Background: an optimization exercise with open tools, aiming at a short achievable clock period. Do not read the settings as production practice.

==> zinc <==
==> flow/design.v (excerpt) <==
module xv11_framer (
    input  wire         clk,
    input  wire         rst,           
    input  wire         variant,       
    input  wire         poll,
    input  wire         in_valid,
    input  wire [7:0]   in_byte,
    input  wire         in_fail,
    output reg          busy,
    output reg          done,
    output reg          failed,
    output reg          wr_valid,
    output reg  [6:0]   wr_group,
    output reg  [127:0] wr_data,
    output reg  [15:0]  speed_raw,
    output reg  [22:0]  speed_sum,
    output reg  [6:0]   good_packets
);
==> module xv11_framer, before the edit <==
module xv11_framer (
    input  wire         clk,
    input  wire         rst,           
    input  wire         variant,       
    input  wire         poll,
    input  wire         in_valid,
    input  wire [7:0]   in_byte,
    input  wire         in_fail,
    output reg          busy,
    output reg          done,
    output reg          failed,
    output reg          wr_valid,
    output reg  [6:0]   wr_group,
    output reg  [127:0] wr_data,
    output reg  [15:0]  speed_raw,
    output reg  [22:0]  speed_sum,
    output reg  [6:0]   good_packets
);
    localparam [10:0] P_REM0 = 11'd1977;   
    localparam [10:0] L_REM0 = 11'd1439;   
    reg         legacy;      
    reg         psearch;     
    reg         sc1;         
    reg  [3:0]  lc;          
    reg         lsp0, lsp1;  
    reg         pfill;       
    reg         lfill;       
    reg  [10:0] rem;         
    reg         lastarm;     
    reg         hdr_ok;      
    reg         w_hunt, w_hdr, w_stop;
    reg  [21:2] pk;          
    reg         idx89;       
    reg  [7:0]  spd_lo, spd_hi;
    reg  [6:0]  sum0, sum1, sum2;    
    reg  [4:0]  sum3;
    reg  [6:0]  good_inc;
    wire take = busy & ~in_fail & in_valid;
    wire fill = pfill | lfill;
    wire is_fa  = (in_byte == 8'hFA);
    wire is_a0  = (in_byte == 8'hA0);
    wire is_f9  = (in_byte == 8'hF9);
    wire is_idx = (in_byte >= 8'hA0) && (in_byte <= 8'hF9);
    wire m0 = lc[0] & (in_byte == 8'h5A);
    wire m1 = lc[1] & (in_byte == 8'hA5);
    wire m2 = lc[2] & (in_byte == 8'h00);
    wire m3 = lc[3] & (in_byte == 8'hC0);
    wire pkany  = |pk;
    wire ldidx  = w_hdr | sc1;
    wire accept = take & pk[21] & ~is_fa;
    always @(posedge clk) begin
        if (rst) begin
            busy   <= 1'b0;
            done   <= 1'b0;
            failed <= 1'b0;
        end else if (busy) begin
            busy   <= ~(in_fail | (in_valid & lastarm));
            done   <= ~in_fail & in_valid & lastarm;
            failed <= in_fail;
        end else begin
            busy   <= poll;
            done   <= done & ~poll;
            failed <= failed & ~poll;
        end
    end
    always @(posedge clk) begin
        if (!busy) begin
            legacy  <= variant;
            psearch <= ~variant;
            sc1     <= 1'b0;
            lc      <= {3'b000, variant};
            lsp0    <= 1'b0;
            lsp1    <= 1'b0;
            pfill   <= 1'b0;
            lfill   <= 1'b0;
        end else if (take) begin
            psearch <= psearch & ~(sc1 & is_a0);
            sc1     <= psearch & ~sc1 & is_fa;
            pfill   <= pfill | (psearch & sc1 & is_a0);
            lc[0]   <= (|lc) & ~(m0 | m1 | m2 | m3);
            lc[1]   <= m0;
            lc[2]   <= m1;
            lc[3]   <= m2;
            lsp0    <= m3;
            lsp1    <= lsp0;
            lfill   <= lfill | lsp1;
        end
    end
    always @(posedge clk) begin
        if (!fill) begin
            rem     <= legacy ? L_REM0 : P_REM0;
            lastarm <= 1'b0;
            hdr_ok  <= 1'b1;
        end else if (take) begin
            rem     <= rem - 11'd1;
            lastarm <= (rem == 11'd1);
            hdr_ok  <= (rem >= 11'd22);
        end
    end
    wire [15:0] lslot;
    genvar gi;
    generate
        for (gi = 0; gi < 16; gi = gi + 1) begin : g_lslot
            assign lslot[gi] = lfill & (rem[3:0] == 4'd15 - gi);
        end
    endgenerate
    always @(posedge clk) begin
        if (!pfill) begin
            w_hunt <= 1'b0;
            w_hdr  <= 1'b0;
            w_stop <= 1'b0;
            pk     <= {19'd0, ~legacy};
        end else if (take) begin
            w_hdr  <= is_fa & hdr_ok & (w_hunt | w_hdr | pkany);
            w_hunt <= (w_hunt & ~(is_fa & hdr_ok))
                    | (w_hdr & ~is_idx & ~(is_fa & hdr_ok))
                    | (pkany & is_fa & ~hdr_ok)
                    | (pk[21] & ~is_fa & ~idx89);
            w_stop <= w_stop | (pk[21] & ~is_fa & idx89);
            pk     <= {pk[20:2] & {19{~is_fa}}, w_hdr & is_idx};
        end
    end
    always @(posedge clk) begin
        if (ldidx)
            idx89 <= is_f9;
    end
    integer k;
    always @(posedge clk) begin
        for (k = 0; k < 16; k = k + 1)
            if (pk[k + 4] | lslot[k])
                wr_data[8*k +: 8] <= in_byte;
        if (pk[2])  spd_lo <= in_byte;
        if (pk[3])  spd_hi <= in_byte;
        if (lsp0)   speed_raw[7:0]  <= in_byte;
        if (lsp1)   speed_raw[15:8] <= in_byte;
    end
    always @(posedge clk) begin
        wr_valid <= take & (lslot[15] | (pk[21] & ~is_fa));
        if (ldidx)
            wr_group <= in_byte[6:0] - 7'h20;        
        else if (legacy) begin
            if (!lfill)
                wr_group <= 7'd0;
            else if (wr_valid)
                wr_group <= wr_group + 7'd1;
        end
    end
    always @(posedge clk) begin
        sum0     <= {1'b0, speed_sum[5:0]}   + {1'b0, spd_lo[5:0]};
        sum1     <= {1'b0, speed_sum[11:6]}  + {1'b0, spd_hi[3:0], spd_lo[7:6]} + {6'd0, sum0[6]};
        sum2     <= {1'b0, speed_sum[17:12]} + {3'd0, spd_hi[7:4]} + {6'd0, sum1[6]};
        sum3     <= speed_sum[22:18] + {4'd0, sum2[6]};
        good_inc <= good_packets + 7'd1;
        if (busy & ~pfill) begin
            speed_sum    <= 23'd0;
            good_packets <= 7'd0;
        end else if (accept) begin
            speed_sum    <= {sum3, sum2[5:0], sum1[5:0], sum0[5:0]};
            good_packets <= good_inc;
        end
    end
endmodule
export LEC_CHECK = 0
export ABC_CLOCK_PERIOD_IN_PS = 1600
export CAP_MARGIN = 20
export CORE_MARGIN = 2
export CORE_UTILIZATION = 40
export CTS_BUF_LIST = sky130_fd_sc_hd__clkbuf_16
export CTS_CLUSTER_DIAMETER = 60
export CTS_CLUSTER_SIZE = 20
export SETUP_SLACK_MARGIN = 3.2
export SLEW_MARGIN = 20
create_clock -name core_clock -period 4.8 [get_ports {clk}]
run.sh (not shown) runs the stock make flow with config.mk's settings and CLKGATE_MAP_FILE= SYNTH_SCRIPT=/design/flow/synth_recipe.tcl, a recipe that flattens the netlist after the stock synthesis.
==> pepper (differences from zinc) <==
--- a/flow/design.v
+++ b/flow/design.v
@@ -31,9 +31,10 @@
     reg         w_hunt, w_hdr, w_stop;
     reg  [21:2] pk;          
     reg         idx89;       
+    reg  [15:0] lslot;       
     reg  [7:0]  spd_lo, spd_hi;
-    reg  [6:0]  sum0, sum1, sum2;    
-    reg  [4:0]  sum3;
+    reg  [12:0] sum_lo;
+    reg  [22:0] sum_cand;
     reg  [6:0]  good_inc;
     wire take = busy & ~in_fail & in_valid;
     wire fill = pfill | lfill;
@@ -97,13 +98,12 @@
             hdr_ok  <= (rem >= 11'd22);
         end
     end
-    wire [15:0] lslot;
-    genvar gi;
-    generate
-        for (gi = 0; gi < 16; gi = gi + 1) begin : g_lslot
-            assign lslot[gi] = lfill & (rem[3:0] == 4'd15 - gi);
-        end
-    endgenerate
+    always @(posedge clk) begin
+        if (!lfill)
+            lslot <= {15'd0, legacy};
+        else if (take)
+            lslot <= {lslot[14:0], lslot[15]};
+    end
     always @(posedge clk) begin
         if (!pfill) begin
             w_hunt <= 1'b0;
@@ -146,16 +146,15 @@
         end
     end
     always @(posedge clk) begin
-        sum0     <= {1'b0, speed_sum[5:0]}   + {1'b0, spd_lo[5:0]};
-        sum1     <= {1'b0, speed_sum[11:6]}  + {1'b0, spd_hi[3:0], spd_lo[7:6]} + {6'd0, sum0[6]};
-        sum2     <= {1'b0, speed_sum[17:12]} + {3'd0, spd_hi[7:4]} + {6'd0, sum1[6]};
-        sum3     <= speed_sum[22:18] + {4'd0, sum2[6]};
+        sum_lo   <= {1'b0, speed_sum[11:0]} + {1'b0, spd_hi[3:0], spd_lo};
+        sum_cand <= {speed_sum[22:12] + {7'd0, spd_hi[7:4]} + {10'd0, sum_lo[12]},
+                     sum_lo[11:0]};
         good_inc <= good_packets + 7'd1;
         if (busy & ~pfill) begin
             speed_sum    <= 23'd0;
             good_packets <= 7'd0;
         end else if (accept) begin
-            speed_sum    <= {sum3, sum2[5:0], sum1[5:0], sum0[5:0]};
+            speed_sum    <= sum_cand;
             good_packets <= good_inc;
         end
     end
==> flow/config.mk (replaced) <==
export PLATFORM = sky130hd
export DESIGN_NAME = xv11_framer
export DESIGN_NICKNAME = xv11_framer
export VERILOG_FILES = /design/flow/design.v
export SDC_FILE = /design/flow/constraint.sdc
export NUM_CORES = 4
export LEC_CHECK = 0
export ABC_CLOCK_PERIOD_IN_PS = 1500
export CAP_MARGIN = 20
export CORE_MARGIN = 2
export CORE_UTILIZATION = 30
export PLACE_DENSITY = 0.5
export SETUP_SLACK_MARGIN = 3.2
export SLEW_MARGIN = 20
==> flow_summary.toml <==
[power_and_ir_drop]
powerDensity_mw_per_mm2 = 317
power_switching_uw = 1050
ir_drop_v = 0.000290

[setup_path]
path_max_fanout = 1

[global_route]
grt_pass1_wl_mm = 41.7
grt_use_met3 = 0.0390

[run_status]
status = "complete, no violations"

[clock_tree]
clk_latency_ps = 530

[logic_synthesis]
ys_seq_elements = 281

[place]
gp_congestion = 0.780

[layout]
antenna_cells = 0

[route]
drt_iter0_drc = 539
-- figures above: zinc

==> flow_summary.toml <==
[layout]
antenna_cells = 1
top_register = "wr_data"
final_cell_area_mm2 = 0.0161

[setup_path]
cpPeakStageDelay_ps = 460
path_max_fanout = 4

[power_and_ir_drop]
powerDensity_mw_per_mm2 = 341
ir_drop_v = 0.000201

[run_status]
status = "complete, no violations"

[clock_tree]
cts_inserted_buffers = 34
clk_latency_ps = 520

[route]
drt_iter0_drc = 361

[place]
gp_congestion = 0.716

[global_route]
grt_pass1_wl_mm = 48.9
-- figures above: pepper

No functional check of the RTL was part of any run of this note.

[re-timing with driven ports]
The results above use ideal ports. As a check the final layouts listed here were re-extracted and re-timed, cells and wires unchanged. Step 1, drivers: a clkbuf_16 drives clk and a buf_2 each remaining input, both assumed. Step 2 moves the port delays by t, midway between the first and last clock arrival at a register: inputs arrive t later, outputs are due t later. That takes back most of the time a late clock gives input paths. Slacks: ideal / step 1 / step 2; pairs: ideal / step 1.
run | t, ns | setup slack, ns | clock arrival spread, ns | worst register clock-pin slew, ns
zinc | 0.569 | 2.704 / 2.655 / 2.406 | 0.013 / 0.014 | 0.08 / 0.08
pepper | 0.565 | 2.688 / 2.635 / 2.193 | 0.022 / 0.022 | 0.06 / 0.06
After both steps setup and hold are still met in every run listed. The setup slack of pepper, which loses most, moves by -0.053 ns with the drivers and by -0.495 ns with both steps.
